What follows belongs to an exercise in optimizing a design on an open flow for small area; a production flow would make more cautious choices.
Function was checked by simulation only, so behaviour that the tests miss may differ from the original.
Power and IR drop assume default switching activity.

==> 07-18 <==
Design frame_codec, start of the top module:
module frame_codec (
    input  wire        clk,
    input  wire        rst,
    input  wire        enc_start,
    output wire        enc_busy,
    output wire        tx_valid,
    output wire [7:0]  tx_data,
    output wire        tx_last,
    input  wire        tx_ready,
    input  wire        rx_valid,
    input  wire [7:0]  rx_data,
    input  wire        rx_end,
    output reg         res_valid,
    output wire [2:0]  res_kind,
    output wire [3:0]  res_reason,
    output wire [16:0] res_len,
    output wire [7:0]  res_type,
    output wire [7:0]  res_cmd,
    output wire [15:0] res_dlen,
    output wire [7:0]  res_chk_computed,
    output wire [7:0]  res_chk_received,
    output wire [7:0]  res_code,
    output wire [7:0]  res_rssi,
    output wire [15:0] res_pc,
    output wire [95:0] res_epc
);
==> flow/config.mk <==
export PLATFORM = sky130hd
export DESIGN_NAME = frame_codec
export DESIGN_NICKNAME = frame_codec
export VERILOG_FILES = /design/flow/design.v
export SDC_FILE = /design/flow/constraint.sdc
export NUM_CORES = 4
export LEC_CHECK = 0
export CAP_MARGIN = 20
export CORE_MARGIN = 2
export CORE_UTILIZATION = 40
export SLEW_MARGIN = 20
==> flow/constraint.sdc <==
create_clock -name core_clock -period 6.0 [get_ports {clk}]
set_input_delay 1.2000 -clock core_clock [delete_from_list [all_inputs] [get_ports {clk}]]
set_output_delay 1.2000 -clock core_clock [all_outputs]
set_load 0.01 [all_outputs]
standard.sh (not shown) runs the stock make flow with config.mk's settings and CLKGATE_MAP_FILE= SYNTH_SCRIPT=/design/flow/synth_recipe.tcl, a recipe that flattens the netlist after the stock synthesis.
==> flow/flow/run.sh <==
#!/bin/bash
# Layout flow: the standard ORFS flow (standard.sh) with
#  1. the standard synthesis, unchanged (bash standard.sh synth);
#  2. its combinational cells re-mapped for area by ABC (remap.tcl, with
#     each abc*.abc script in turn; the smallest netlist is kept): the
#     flip-flops, their names and cell types stay as synthesis made them;
#  3. the rest of the standard flow (floorplan, power grid, tap cells,
#     placement, CTS, routing), with ports buffered by buf_1 and CTS built
#     from small clock buffers without dummy loads.
# Each tool writes its full output to a log file of its own here.
set -euo pipefail
export BUFFER_PORTS_ARGS="-buffer_cell sky130_fd_sc_hd__buf_1"
export CTS_ARGS="-sink_clustering_enable -repair_clock_nets -dont_use_dummy_load -buf_list sky130_fd_sc_hd__clkbuf_2"
R=orfs/results/$FLOW_PLATFORM/frame_codec/base
bash standard.sh synth > synth.log 2>&1
cp $R/1_2_yosys.v $R/1_2_yosys_standard.v
DONT_USE=$(make -s -C "$FLOW_HOME" DESIGN_CONFIG="$PWD/config.mk" WORK_HOME="$PWD/orfs" print-DONT_USE_CELLS 2>/dev/null | sed "s/^DONT_USE_CELLS: *//")
export DONT_USE REMAP_IN=$R/1_2_yosys_standard.v
export REMAP_LIB=$FLOW_HOME/platforms/$FLOW_PLATFORM/lib/sky130_fd_sc_hd__tt_025C_1v80.lib
best=""; best_area=""
for s in flow/abc*.abc; do
  n=$(basename $s .abc)
  REMAP_ABC=$PWD/$s REMAP_OUT=$R/1_2_yosys_$n.v yosys -c flow/remap.tcl > remap_$n.log 2>&1 || continue
  a=$(grep "Chip area" remap_$n.log | tail -1 | awk '{print $NF}')
  std=$(grep "Chip area" $R/1_2_yosys_$n.v.std_stat | tail -1 | awk '{print $NF}')
  echo "$n $a (standard $std)" >> remap_areas.log
  # a sanity bound: a re-mapping never shrinks the netlist this much
  awk -v a="$a" -v s="$std" 'BEGIN{exit !(a > 0.6*s)}' || continue
  if [[ -z "$best" ]] || awk -v a="$a" -v b="$best_area" 'BEGIN{exit !(a<b)}'; then best=$n; best_area=$a; fi
done
echo "best $best $best_area" >> remap_areas.log
cp $R/1_2_yosys_$best.v $R/1_2_yosys.v
rm -f $R/1_synth.odb $R/1_synth.sdc
bash standard.sh finish > finish.log 2>&1
Other scripts of this flow, unchanged in this note and not shown: flow/flow/abc1.abc, flow/flow/abc2.abc, flow/flow/abc3.abc, flow/flow/abc4.abc, flow/flow/remap.tcl
==> 03-28 (differences from 07-18) <==
--- a/flow/design.v
+++ b/flow/design.v
@@ -100,11 +100,15 @@
     wire [7:0]  s5     = ~wb[119:112];
     wire f_empty = (cnt_n == 17'd0);
     wire f_short = (cnt_n[16:3] == 14'd0);
     wire f_mark  = !sok || (w_d1 != 8'h7E);
     wire f_chk   = (w_sum != w_d2);
-    wire f_len   = ({1'b0, w_dlen} + 17'd7 != cnt_n);
+    wire [16:0] la = cnt_n;
+    wire [16:0] lb = ~{1'b0, whdr[15:0]};
+    wire [16:0] lk = 17'd6;
+    wire [16:0] lc = {(lk[15:0] & la[15:0] & lb[15:0]) | (~lk[15:0] & (la[15:0] | lb[15:0])), 1'b0};
+    wire f_len   = hs ? (cnt_n != 17'd24) : |(la ^ lb ^ lk ^ lc);
     wire p_succ  = hs || (whdr[31:16] == HDR_SUCC[31:16]);
     wire p_err   = !hs && (whdr[31:16] == 16'h01FF);
     wire l17     = hs;
     wire l1      = (whdr[15:0] == 16'd1);
     reg [3:0] oc_n;
--- a/flow/flow/run.sh
+++ b/flow/flow/run.sh
@@ -8,11 +8,11 @@
 #     placement, CTS, routing), with ports buffered by buf_1 and CTS built
 #     from small clock buffers without dummy loads.
 # Each tool writes its full output to a log file of its own here.
 set -euo pipefail
 export BUFFER_PORTS_ARGS="-buffer_cell sky130_fd_sc_hd__buf_1"
-export CTS_ARGS="-sink_clustering_enable -repair_clock_nets -dont_use_dummy_load -buf_list sky130_fd_sc_hd__clkbuf_2"
+export CTS_ARGS="-sink_clustering_enable -repair_clock_nets -dont_use_dummy_load -buf_list sky130_fd_sc_hd__clkbuf_4 -sink_clustering_size 10 -sink_clustering_max_diameter 80"
 R=orfs/results/$FLOW_PLATFORM/frame_codec/base
 bash standard.sh synth > synth.log 2>&1
 cp $R/1_2_yosys.v $R/1_2_yosys_standard.v
 DONT_USE=$(make -s -C "$FLOW_HOME" DESIGN_CONFIG="$PWD/config.mk" WORK_HOME="$PWD/orfs" print-DONT_USE_CELLS 2>/dev/null | sed "s/^DONT_USE_CELLS: *//")
 export DONT_USE REMAP_IN=$R/1_2_yosys_standard.v
--- a/flow/config.mk
+++ b/flow/config.mk
@@ -5,7 +5,7 @@
 export SDC_FILE = /design/flow/constraint.sdc
 export NUM_CORES = 4
 export LEC_CHECK = 0
 export CAP_MARGIN = 20
 export CORE_MARGIN = 2
-export CORE_UTILIZATION = 40
+export CORE_UTILIZATION = 65
 export SLEW_MARGIN = 20
==> 01-01 (differences from 07-18) <==
--- a/flow/design.v
+++ b/flow/design.v
@@ -98,13 +98,17 @@
     wire [7:0]  w_sum  = rx_valid ? sum_a : sum;
     wire [15:0] w_dlen = hs ? HDR_SUCC[15:0] : whdr[15:0];
     wire [7:0]  s5     = ~wb[119:112];
     wire f_empty = (cnt_n == 17'd0);
     wire f_short = (cnt_n[16:3] == 14'd0);
-    wire f_mark  = !sok || (w_d1 != 8'h7E);
+    wire f_mark  = !sok || (rx_valid ? (rx_data != 8'h7E) : (d1 != 8'h7E));
     wire f_chk   = (w_sum != w_d2);
-    wire f_len   = ({1'b0, w_dlen} + 17'd7 != cnt_n);
+    wire [16:0] la = cnt_n;
+    wire [16:0] lb = ~{1'b0, whdr[15:0]};
+    wire [16:0] lk = 17'd6;
+    wire [16:0] lc = {(lk[15:0] & la[15:0] & lb[15:0]) | (~lk[15:0] & (la[15:0] | lb[15:0])), 1'b0};
+    wire f_len   = hs ? (cnt_n != 17'd24) : |(la ^ lb ^ lk ^ lc);
     wire p_succ  = hs || (whdr[31:16] == HDR_SUCC[31:16]);
     wire p_err   = !hs && (whdr[31:16] == 16'h01FF);
     wire l17     = hs;
     wire l1      = (whdr[15:0] == 16'd1);
     reg [3:0] oc_n;
--- a/flow/flow/run.sh
+++ b/flow/flow/run.sh
@@ -4,15 +4,15 @@
 #  2. its combinational cells re-mapped for area by ABC (remap.tcl, with
 #     each abc*.abc script in turn; the smallest netlist is kept): the
 #     flip-flops, their names and cell types stay as synthesis made them;
 #  3. the rest of the standard flow (floorplan, power grid, tap cells,
 #     placement, CTS, routing), with ports buffered by buf_1 and CTS built
-#     from small clock buffers without dummy loads.
-# Each tool writes its full output to a log file of its own here.
+#     from small clock buffers without dummy loads;
 set -euo pipefail
 export BUFFER_PORTS_ARGS="-buffer_cell sky130_fd_sc_hd__buf_1"
-export CTS_ARGS="-sink_clustering_enable -repair_clock_nets -dont_use_dummy_load -buf_list sky130_fd_sc_hd__clkbuf_2"
+CTS_BASE="-sink_clustering_enable -repair_clock_nets -dont_use_dummy_load"
+export CTS_ARGS="$CTS_BASE -buf_list sky130_fd_sc_hd__clkbuf_2"
 R=orfs/results/$FLOW_PLATFORM/frame_codec/base
 bash standard.sh synth > synth.log 2>&1
 cp $R/1_2_yosys.v $R/1_2_yosys_standard.v
 DONT_USE=$(make -s -C "$FLOW_HOME" DESIGN_CONFIG="$PWD/config.mk" WORK_HOME="$PWD/orfs" print-DONT_USE_CELLS 2>/dev/null | sed "s/^DONT_USE_CELLS: *//")
 export DONT_USE REMAP_IN=$R/1_2_yosys_standard.v
@@ -30,5 +30,17 @@
 done
 echo "best $best $best_area" >> remap_areas.log
 cp $R/1_2_yosys_$best.v $R/1_2_yosys.v
 rm -f $R/1_synth.odb $R/1_synth.sdc
 bash standard.sh finish > finish.log 2>&1
+
+export SLEW_LIB=$REMAP_LIB SLEW_R=$R
+openroad -no_init -exit flow/clkslew.tcl > clkslew.log 2>&1 || true
+slew=$(awk '/CLKSLEW_PS/ {print $2}' clkslew.log)
+echo "clock pin slew after the first try: $slew ps" >> clkslew_summary.log
+if awk -v s="$slew" 'BEGIN{exit !(s == "" || s > 115)}'; then
+  cp -r orfs/logs orfs/logs_try1
+  rm -f $R/4_* $R/5_* $R/6_* out/final.def
+  export CTS_ARGS="$CTS_BASE -buf_list {sky130_fd_sc_hd__clkbuf_2 sky130_fd_sc_hd__clkbuf_4}"
+  bash standard.sh finish > finish2.log 2>&1
+  openroad -no_init -exit flow/clkslew.tcl > clkslew2.log 2>&1 || true
+fi
==> flow/flow/abc5.abc (new file) <==
strash
dc2
ifraig
dch -f
&get -n
&nf -p -R 1000 -E 100
&put
==> flow/flow/abc6.abc (new file) <==
strash
dc2
dc2
ifraig
dch -f
&get -n
&nf -p -R 1000
&put
==> flow/flow/clkslew.tcl (new file) <==
read_liberty $::env(SLEW_LIB)
read_db $::env(SLEW_R)/6_final.odb
read_sdc $::env(SLEW_R)/6_final.sdc
read_spef $::env(SLEW_R)/6_final.spef
set mx 0
foreach pin [get_pins -hierarchical */CLK] {
  foreach p {slew_max_rise slew_max_fall slew_max} {
    if {![catch {set s [get_property $pin $p]}]} { if {$s > $mx} {set mx $s} }
  }
}
puts "CLKSLEW_PS [expr {$mx * 1000.0}]"
==> flow/config.mk (replaced) <==
export PLATFORM = sky130hd
export DESIGN_NAME = frame_codec
export DESIGN_NICKNAME = frame_codec
export VERILOG_FILES = /design/flow/design.v
export SDC_FILE = /design/flow/constraint.sdc
export NUM_CORES = 4
export LEC_CHECK = 0
export CAP_MARGIN = 0
export CORE_MARGIN = 2
export CORE_UTILIZATION = 65
export SLEW_MARGIN = 0
==> comparison <==
Synthesized area: 01-01 < 03-28 < 07-18.
In 07-18 the total power is smaller than in 01-01, by about 5%.
Cell count: 07-18 > 01-01 > 03-28.
In 01-01 the routed wire length is lower than in 03-28, by 0.34%.
Synthesized cell count: 01-01 < 03-28 < 07-18.
==> figures <==
                                                                                03-28          01-01          07-18
Most frequent standard cell in the layout excluding fill and tap cells          buf_1          buf_1         nor2_1
Worst flop-to-flop path startpoint                                             cnt[4]         cnt[5]         cnt[0]
Critical-path cell with the highest stage delay                               dfxtp_1        o21ai_0          or4_1
Actual transition at the worst max-transition pin                              994 ps        1190 ps         925 ps
Util after Layout                                                               74.5%          77.7%          47.6%
Run status                                           no timing/DRC/antenna violations  no timing/DRC/antenna violations  no timing/DRC/antenna violations
Sequential cell power                                                       0.00219 W      0.00220 W      0.00220 W
Worst rel slew slack                                                            33.3%          20.3%          38.1%
Fraction of standard cell area in multi-input logic                             28.5%          26.9%          28.7%
Portion of total power attributed to the clock network                          26.2%          33.6%          29.1%
Met2 WL post-DR                                                         12800 microns  13400 microns  14200 microns
Clock Tree Root                                                              clkbuf_4       clkbuf_4       clkbuf_2

---

==> inputs of v7 <==
RTL: one of the versions met above, not the one the previous note started from.
// frame_codec
module frame_codec (
    input  wire        clk,
    input  wire        rst,
    input  wire        enc_start,
    output wire        enc_busy,
    output wire        tx_valid,
    output wire [7:0]  tx_data,
    output wire        tx_last,
    input  wire        tx_ready,
    input  wire        rx_valid,
    input  wire [7:0]  rx_data,
    input  wire        rx_end,
    output reg         res_valid,
    output wire [2:0]  res_kind,
    output wire [3:0]  res_reason,
    output wire [16:0] res_len,
    output wire [7:0]  res_type,
    output wire [7:0]  res_cmd,
    output wire [15:0] res_dlen,
    output wire [7:0]  res_chk_computed,
    output wire [7:0]  res_chk_received,
    output wire [7:0]  res_code,
    output wire [7:0]  res_rssi,
    output wire [15:0] res_pc,
    output wire [95:0] res_epc
);
clock: 6.0 ns
lec_check: 0
cap_margin: 0
core_margin: 2
core_utilization: 65
slew_margin: 0
==> flow/flow/run.sh <==
#!/bin/bash
# Layout flow: the standard ORFS flow (standard.sh) with
#  1. the standard synthesis, unchanged (bash standard.sh synth);
#  2. its combinational cells re-mapped for area by ABC (remap.tcl, with
#     each abc*.abc script in turn; the smallest netlist is kept): the
#     flip-flops, their names and cell types stay as synthesis made them;
#  3. the rest of the standard flow (floorplan, power grid, tap cells,
#     placement, CTS, routing), with ports buffered by buf_1 and CTS built
#     from small clock buffers without dummy loads;
set -euo pipefail
export BUFFER_PORTS_ARGS="-buffer_cell sky130_fd_sc_hd__buf_1"
CTS_BASE="-sink_clustering_enable -repair_clock_nets -dont_use_dummy_load"
export CTS_ARGS="$CTS_BASE -buf_list sky130_fd_sc_hd__clkbuf_4 -sink_clustering_size 10 -sink_clustering_max_diameter 80"
R=orfs/results/$FLOW_PLATFORM/frame_codec/base
bash standard.sh synth > synth.log 2>&1
cp $R/1_2_yosys.v $R/1_2_yosys_standard.v
DONT_USE=$(make -s -C "$FLOW_HOME" DESIGN_CONFIG="$PWD/config.mk" WORK_HOME="$PWD/orfs" print-DONT_USE_CELLS 2>/dev/null | sed "s/^DONT_USE_CELLS: *//")
export DONT_USE REMAP_IN=$R/1_2_yosys_standard.v
export REMAP_LIB=$FLOW_HOME/platforms/$FLOW_PLATFORM/lib/sky130_fd_sc_hd__tt_025C_1v80.lib
best=""; best_area=""
for s in flow/abc*.abc; do
  n=$(basename $s .abc)
  REMAP_ABC=$PWD/$s REMAP_OUT=$R/1_2_yosys_$n.v yosys -c flow/remap.tcl > remap_$n.log 2>&1 || continue
  a=$(grep "Chip area" remap_$n.log | tail -1 | awk '{print $NF}')
  std=$(grep "Chip area" $R/1_2_yosys_$n.v.std_stat | tail -1 | awk '{print $NF}')
  echo "$n $a (standard $std)" >> remap_areas.log
  # a sanity bound: a re-mapping never shrinks the netlist this much
  awk -v a="$a" -v s="$std" 'BEGIN{exit !(a > 0.6*s)}' || continue
  if [[ -z "$best" ]] || awk -v a="$a" -v b="$best_area" 'BEGIN{exit !(a<b)}'; then best=$n; best_area=$a; fi
done
echo "best $best $best_area" >> remap_areas.log
cp $R/1_2_yosys_$best.v $R/1_2_yosys.v
rm -f $R/1_synth.odb $R/1_synth.sdc
bash standard.sh finish > finish.log 2>&1

export SLEW_LIB=$REMAP_LIB SLEW_R=$R
clk_slew() {
  openroad -no_init -exit flow/clkslew.tcl > clkslew_$1.log 2>&1 || true
  awk '/CLKSLEW_PS/ {print $2}' clkslew_$1.log
}
try=1
for next in "-buf_list sky130_fd_sc_hd__clkbuf_4 -sink_clustering_size 8 -sink_clustering_max_diameter 60" \
            "-buf_list {sky130_fd_sc_hd__clkbuf_2 sky130_fd_sc_hd__clkbuf_4}"; do
  slew=$(clk_slew $try)
  echo "try $try: clock pin slew $slew ps" >> clkslew_summary.log
  awk -v s="$slew" 'BEGIN{exit !(s == "" || s > 117)}' || break
  cp -r orfs/logs orfs/logs_try$try
  rm -f $R/4_* $R/5_* $R/6_* out/final.def
  try=$((try + 1))
  export CTS_ARGS="$CTS_BASE $next"
  bash standard.sh finish > finish$try.log 2>&1
done
==> flow/flow/abc1.abc <==
&get -n
&st
&dch
&nf -p -R 1000
&put
==> flow/flow/abc2.abc <==
strash
dc2
ifraig
dch -f
&get -n
&nf -p -R 1000
&put
==> flow/flow/abc3.abc <==
strash
ifraig
dch -f
amap
==> flow/flow/abc4.abc <==
strash
ifraig
dch -f
&get -n
&nf -p -R 1000 -E 100
&put
==> flow/flow/abc5.abc <==
strash
dc2
ifraig
dch -f
&get -n
&nf -p -R 1000 -E 100
&put
==> flow/flow/abc6.abc <==
strash
dc2
dc2
ifraig
dch -f
&get -n
&nf -p -R 1000
&put
==> flow/flow/clkslew.tcl <==
read_liberty $::env(SLEW_LIB)
read_db $::env(SLEW_R)/6_final.odb
read_sdc $::env(SLEW_R)/6_final.sdc
read_spef $::env(SLEW_R)/6_final.spef
set mx 0
foreach pin [get_pins -hierarchical */CLK] {
  foreach p {slew_max_rise slew_max_fall slew_max} {
    if {![catch {set s [get_property $pin $p]}]} { if {$s > $mx} {set mx $s} }
  }
}
puts "CLKSLEW_PS [expr {$mx * 1000.0}]"
==> flow/flow/remap.tcl <==
# Re-map the combinational part of the standard synthesis netlist for area.
# Flip-flop cells are black boxes here, so they keep their names and types.
yosys read_liberty -ignore_miss_func $::env(REMAP_LIB)
yosys read_verilog $::env(REMAP_IN)
set ffs {}
foreach c [split [exec grep -o {sky130_fd_sc_hd__[a-z]*df[a-z0-9_]*} $::env(REMAP_IN) | sort -u] "\n"] {
  if {$c ne ""} { lappend ffs $c }
}
yosys blackbox {*}$ffs
yosys hierarchy -top $::env(FLOW_TOP)
yosys tee -o $::env(REMAP_OUT).std_stat stat -liberty $::env(REMAP_LIB)
yosys flatten
yosys opt_clean
set du {}
foreach c $::env(DONT_USE) { lappend du -dont_use $c }
yosys abc -script $::env(REMAP_ABC) -liberty $::env(REMAP_LIB) {*}$du
yosys opt_clean -purge
yosys rename -enumerate
yosys stat -liberty $::env(REMAP_LIB)
yosys write_verilog -noattr -noexpr -nohex -nodec $::env(REMAP_OUT)
==> v35 (differences from v7) <==
--- a/flow/flow/run.sh
+++ b/flow/flow/run.sh
@@ -8,11 +8,11 @@
 #     placement, CTS, routing), with ports buffered by buf_1 and CTS built
 #     from small clock buffers without dummy loads;
 set -euo pipefail
 export BUFFER_PORTS_ARGS="-buffer_cell sky130_fd_sc_hd__buf_1"
 CTS_BASE="-sink_clustering_enable -repair_clock_nets -dont_use_dummy_load"
-export CTS_ARGS="$CTS_BASE -buf_list sky130_fd_sc_hd__clkbuf_4 -sink_clustering_size 10 -sink_clustering_max_diameter 80"
+export CTS_ARGS="$CTS_BASE -buf_list sky130_fd_sc_hd__clkbuf_2"
 R=orfs/results/$FLOW_PLATFORM/frame_codec/base
 bash standard.sh synth > synth.log 2>&1
 cp $R/1_2_yosys.v $R/1_2_yosys_standard.v
 DONT_USE=$(make -s -C "$FLOW_HOME" DESIGN_CONFIG="$PWD/config.mk" WORK_HOME="$PWD/orfs" print-DONT_USE_CELLS 2>/dev/null | sed "s/^DONT_USE_CELLS: *//")
 export DONT_USE REMAP_IN=$R/1_2_yosys_standard.v
- CORE_UTILIZATION: 65 -> 85
==> v27 (differences from v7) <==
--- a/flow/design.v
+++ b/flow/design.v
@@ -11,16 +11,16 @@
     input  wire [7:0]  rx_data,
     input  wire        rx_end,
     output reg         res_valid,
     output wire [2:0]  res_kind,
     output wire [3:0]  res_reason,
-    output wire [16:0] res_len,
+    output reg  [16:0] res_len,
     output wire [7:0]  res_type,
     output wire [7:0]  res_cmd,
     output wire [15:0] res_dlen,
-    output wire [7:0]  res_chk_computed,
-    output wire [7:0]  res_chk_received,
+    output reg  [7:0]  res_chk_computed,
+    output reg  [7:0]  res_chk_received,
     output wire [7:0]  res_code,
     output wire [7:0]  res_rssi,
     output wire [15:0] res_pc,
     output wire [95:0] res_epc
 );
@@ -55,12 +55,11 @@
     reg [119:0] wb;          
     wire        sat   = &cnt;
     wire        low   = (cnt[16:5] == 12'd0);
     wire [16:0] cnt_n = (rx_valid && !sat) ? cnt + 17'd1 : cnt;
     wire [7:0]  sum_a = sum + d2;
-    wire [31:0] whdr  = ~wb[31:0];
-    wire [7:0]  rx_n  = ~rx_data;
+    wire [31:0] whdr  = wb[31:0];
     wire [19:0] we;
     genvar g;
     generate
         for (g = 0; g < 20; g = g + 1) begin : g_we
             assign we[g] = rx_valid && low && (cnt[4:0] == g);
@@ -83,32 +82,28 @@
     end
     generate
         for (g = 0; g < 11; g = g + 1) begin : g_pay
             always @(posedge clk)
                 if (we[g+5])
-                    wb[119-8*g -: 8] <= rx_n;
+                    wb[119-8*g -: 8] <= rx_data;
         end
         for (g = 11; g < 15; g = g + 1) begin : g_hdr
             always @(posedge clk)
                 if (we[g-10] || (we[g+5] && hs))
-                    wb[119-8*g -: 8] <= rx_n;
+                    wb[119-8*g -: 8] <= rx_data;
         end
     endgenerate
     wire [7:0]  w_d1   = rx_valid ? rx_data : d1;
     wire [7:0]  w_d2   = rx_valid ? d1 : d2;
     wire [7:0]  w_sum  = rx_valid ? sum_a : sum;
     wire [15:0] w_dlen = hs ? HDR_SUCC[15:0] : whdr[15:0];
-    wire [7:0]  s5     = ~wb[119:112];
+    wire [7:0]  s5     = wb[119:112];
     wire f_empty = (cnt_n == 17'd0);
     wire f_short = (cnt_n[16:3] == 14'd0);
-    wire f_mark  = !sok || (rx_valid ? (rx_data != 8'h7E) : (d1 != 8'h7E));
+    wire f_mark  = !sok || (w_d1 != 8'h7E);
     wire f_chk   = (w_sum != w_d2);
-    wire [16:0] la = cnt_n;
-    wire [16:0] lb = ~{1'b0, whdr[15:0]};
-    wire [16:0] lk = 17'd6;
-    wire [16:0] lc = {(lk[15:0] & la[15:0] & lb[15:0]) | (~lk[15:0] & (la[15:0] | lb[15:0])), 1'b0};
-    wire f_len   = hs ? (cnt_n != 17'd24) : |(la ^ lb ^ lk ^ lc);
+    wire f_len   = ({1'b0, w_dlen} + 17'd7 != cnt_n);
     wire p_succ  = hs || (whdr[31:16] == HDR_SUCC[31:16]);
     wire p_err   = !hs && (whdr[31:16] == 16'h01FF);
     wire l17     = hs;
     wire l1      = (whdr[15:0] == 16'd1);
     reg [3:0] oc_n;
@@ -130,18 +125,22 @@
     always @(posedge clk) begin
         if (rst) begin
             res_valid        <= 1'b0;
             oc               <= 4'd0;
             rhs              <= 1'b0;
-            rb[111:79]       <= {33{1'b1}};
-            rb[78:32]        <= 47'h0;
+            res_len          <= 17'd0;
+            res_chk_computed <= 8'h00;
+            res_chk_received <= 8'h00;
+            rb[111:32]       <= 80'h0;
         end else if (rx_end) begin
             res_valid        <= 1'b1;
             oc               <= oc_n;
             rhs              <= hs && !f_short;
-            rb[111:79]       <= n_succ ? wb[111:79] : ~{cnt_n, w_sum, w_d2};
-            rb[78:32]        <= n_succ ? ~wb[78:32] : 47'h0;
+            res_len          <= cnt_n;
+            res_chk_computed <= n_chk ? w_sum : 8'h00;
+            res_chk_received <= n_chk ? w_d2  : 8'h00;
+            rb[111:32]       <= n_succ ? wb[111:32] : 80'h0;
         end else if (rx_valid) begin
             res_valid <= 1'b0;
         end
         if (rx_end) begin
             rb[119:112] <= wb[119:112];
@@ -150,22 +149,16 @@
     end
     wire o_x    = oc[3] & oc[2];
     wire o_succ = o_x & !oc[1];
     wire o_tag  = o_x & oc[1];
     wire o_hdr  = o_x | (oc > 4'd2);      
-    wire o_ns   = (oc != 4'd0) && !o_succ;
-    wire o_chk  = (oc == 4'd4);
-    wire [119:0] rp     = {~rb[119:79], rb[78:32], ~rb[31:0]};
-    wire [31:0] hdr_out = rhs ? HDR_SUCC : (o_hdr ? rp[31:0] : 32'h0);
+    wire [31:0] hdr_out = rhs ? HDR_SUCC : (o_hdr ? rb[31:0] : 32'h0);
     assign res_kind   = o_x ? {1'b0, oc[1:0]} : {(oc != 4'd0), 2'b00};
     assign res_reason = o_x ? 4'd0 : oc;
-    assign res_rssi   = o_succ ? rp[119:112] : 8'h00;
-    assign res_code   = o_tag  ? rp[119:112] : 8'h00;
-    assign res_pc     = o_succ ? rp[111:96] : 16'h0;
-    assign res_epc    = {(o_succ ? rp[95:79] : 17'h0), rp[78:32], (o_succ ? rp[31:0] : 32'h0)};
-    assign res_len    = o_succ ? 17'd24 : (o_ns ? rp[111:95] : 17'd0);
-    assign res_chk_computed = o_chk ? rp[94:87] : 8'h00;
-    assign res_chk_received = o_chk ? rp[86:79] : 8'h00;
+    assign res_rssi   = o_succ ? rb[119:112] : 8'h00;
+    assign res_code   = o_tag  ? rb[119:112] : 8'h00;
+    assign res_pc     = rb[111:96];
+    assign res_epc    = {rb[95:32], (o_succ ? rb[31:0] : 32'h0)};
     assign res_type   = hdr_out[31:24];
     assign res_cmd    = hdr_out[23:16];
     assign res_dlen   = hdr_out[15:0];
 endmodule
==> flow/flow/run.sh (replaced) <==
#!/bin/bash
# Layout flow: the standard ORFS flow (standard.sh) with
#  1. the standard synthesis, unchanged (bash standard.sh synth);
#  2. its combinational cells re-mapped for area by ABC (remap.tcl): the
#     flip-flops, their names and cell types are kept as synthesis made them;
#  3. the rest of the standard flow (floorplan, power grid, tap cells,
#     placement, CTS, routing), with ports buffered by buf_1 and CTS built
#     from small clock buffers without dummy loads.
# Each tool writes its full output to a log file of its own here.
set -euo pipefail
export BUFFER_PORTS_ARGS="-buffer_cell sky130_fd_sc_hd__buf_1"
export CTS_ARGS="-sink_clustering_enable -repair_clock_nets -dont_use_dummy_load -buf_list sky130_fd_sc_hd__clkbuf_2"
R=orfs/results/$FLOW_PLATFORM/frame_codec/base
bash standard.sh synth > synth.log 2>&1
cp $R/1_2_yosys.v $R/1_2_yosys_standard.v
DONT_USE=$(make -s -C "$FLOW_HOME" DESIGN_CONFIG="$PWD/config.mk" WORK_HOME="$PWD/orfs" print-DONT_USE_CELLS 2>/dev/null | sed "s/^DONT_USE_CELLS: *//")
export REMAP_IN=$R/1_2_yosys_standard.v REMAP_OUT=$R/1_2_yosys.v DONT_USE
export REMAP_LIB=$FLOW_HOME/platforms/$FLOW_PLATFORM/lib/sky130_fd_sc_hd__tt_025C_1v80.lib
export REMAP_ABC=$PWD/flow/area.abc
yosys -c flow/remap.tcl > remap.log 2>&1
rm -f $R/1_synth.odb $R/1_synth.sdc
bash standard.sh finish > finish.log 2>&1
==> flow/flow/area.abc (new file) <==
&get -n
&st
&dch
&nf -p -R 1000
&put
--- a/flow/flow/remap.tcl
+++ b/flow/flow/remap.tcl
@@ -6,11 +6,10 @@
 foreach c [split [exec grep -o {sky130_fd_sc_hd__[a-z]*df[a-z0-9_]*} $::env(REMAP_IN) | sort -u] "\n"] {
   if {$c ne ""} { lappend ffs $c }
 }
 yosys blackbox {*}$ffs
 yosys hierarchy -top $::env(FLOW_TOP)
-yosys tee -o $::env(REMAP_OUT).std_stat stat -liberty $::env(REMAP_LIB)
 yosys flatten
 yosys opt_clean
 set du {}
 foreach c $::env(DONT_USE) { lappend du -dont_use $c }
 yosys abc -script $::env(REMAP_ABC) -liberty $::env(REMAP_LIB) {*}$du
- CAP_MARGIN: 0 -> 20
- CORE_UTILIZATION: 65 -> 40
- SLEW_MARGIN: 0 -> 20
removed: flow/flow/abc1.abc
removed: flow/flow/abc2.abc
removed: flow/flow/abc3.abc
removed: flow/flow/abc4.abc
removed: flow/flow/abc5.abc
removed: flow/flow/abc6.abc
removed: flow/flow/clkslew.tcl
==> qor summary <==
| item | v7 | v27 | v35 |
|---|---|---|---|
| Met3 routed WL | 2.009 mm | 2.125 mm | - |
| Data-path buffer share of cell area in the final layout | 7.683% | 7.275% | - |
| Peak supply drop | 0.2164 mV | 0.1167 mV | - |
| Max Buffers Root-to-Sink | 3 | 3 | - |
| Initial DRC Count | 645 | 598 | - |
| Critical setup path kind | reg -> reg | reg -> reg | - |
| Worst flop-to-flop path endpoint | rb[90] | rb[89] | - |
| Status | no timing/DRC/antenna violations | no timing/DRC/antenna violations | aborted with a tool error |
| Last stage reached | - | - | 3_3_place_gp |
| Clk Latency, worst-skew pair | 0.65 ns | 0.82 ns | - |
| Arrival time worst endpoint | 6.02 ns | 5.72 ns | - |
| Top cell class by occupied area | registers | registers | - |
| Sequential-cell power consumption | 2.20 mW | 2.41 mW | - |
| Total of endpoints with negative setup slack in the final report | 0 | 0 | - |
| Top fanout value on the critical path | 16 | 66 | - |
| Number of antenna diodes | 1 | 2 | - |
| Max-cap violations | 0 | 0 | - |
| Critical path capture point type | flop | flop | - |
| Buffer count excluding the clock tree in the final layout | 241 | 245 | - |
| Global-route wire length before repair | 40.78 mm | 44.97 mm | - |
| Worst-Margin Slew | 1.240 ns | 0.9680 ns | - |

==> afterwards: timing with drivers on the ports <==
The flow's constraints put no driver on any port. The routed layouts listed below were extracted and timed again, unchanged, in two steps.
Step 1 (the two cells are an assumption about what drives the block):
set clk [get_ports {clk}]
set_driving_cell -lib_cell sky130_fd_sc_hd__clkbuf_16 $clk
set_driving_cell -lib_cell sky130_fd_sc_hd__buf_2 [delete_from_list [all_inputs] $clk]
Step 2 times the ports against the registers' clock, not the clock port: input delays grow and output delays shrink by t, the midpoint of the rising clock arrivals with the driver on.
Slacks: no drivers / after step 1 / after step 2; pairs: no drivers / after step 1.
run | t, ns | setup slack, ns | clock arrival spread, ns | cell pins on the clock port's net
07-18 | 0.796 | 0.806 / 0.806 / 0.332 | 0.093 / 0.092 | 1
03-28 | 0.627 | 0.706 / 0.706 / 0.467 | 0.063 / 0.063 | 1
01-01 | 0.675 | 0.501 / 0.501 / 0.299 | 0.065 / 0.065 | 1
v7 | 0.658 | 0.568 / 0.568 / 0.371 | 0.077 / 0.076 | 1
v27 | 0.797 | 0.980 / 0.980 / 0.578 | 0.137 / 0.137 | 1
After both steps setup and hold are still met in every run listed. For 07-18, which loses most, drivers alone change the setup slack by 0.000 ns; drivers and shift together by -0.474 ns.
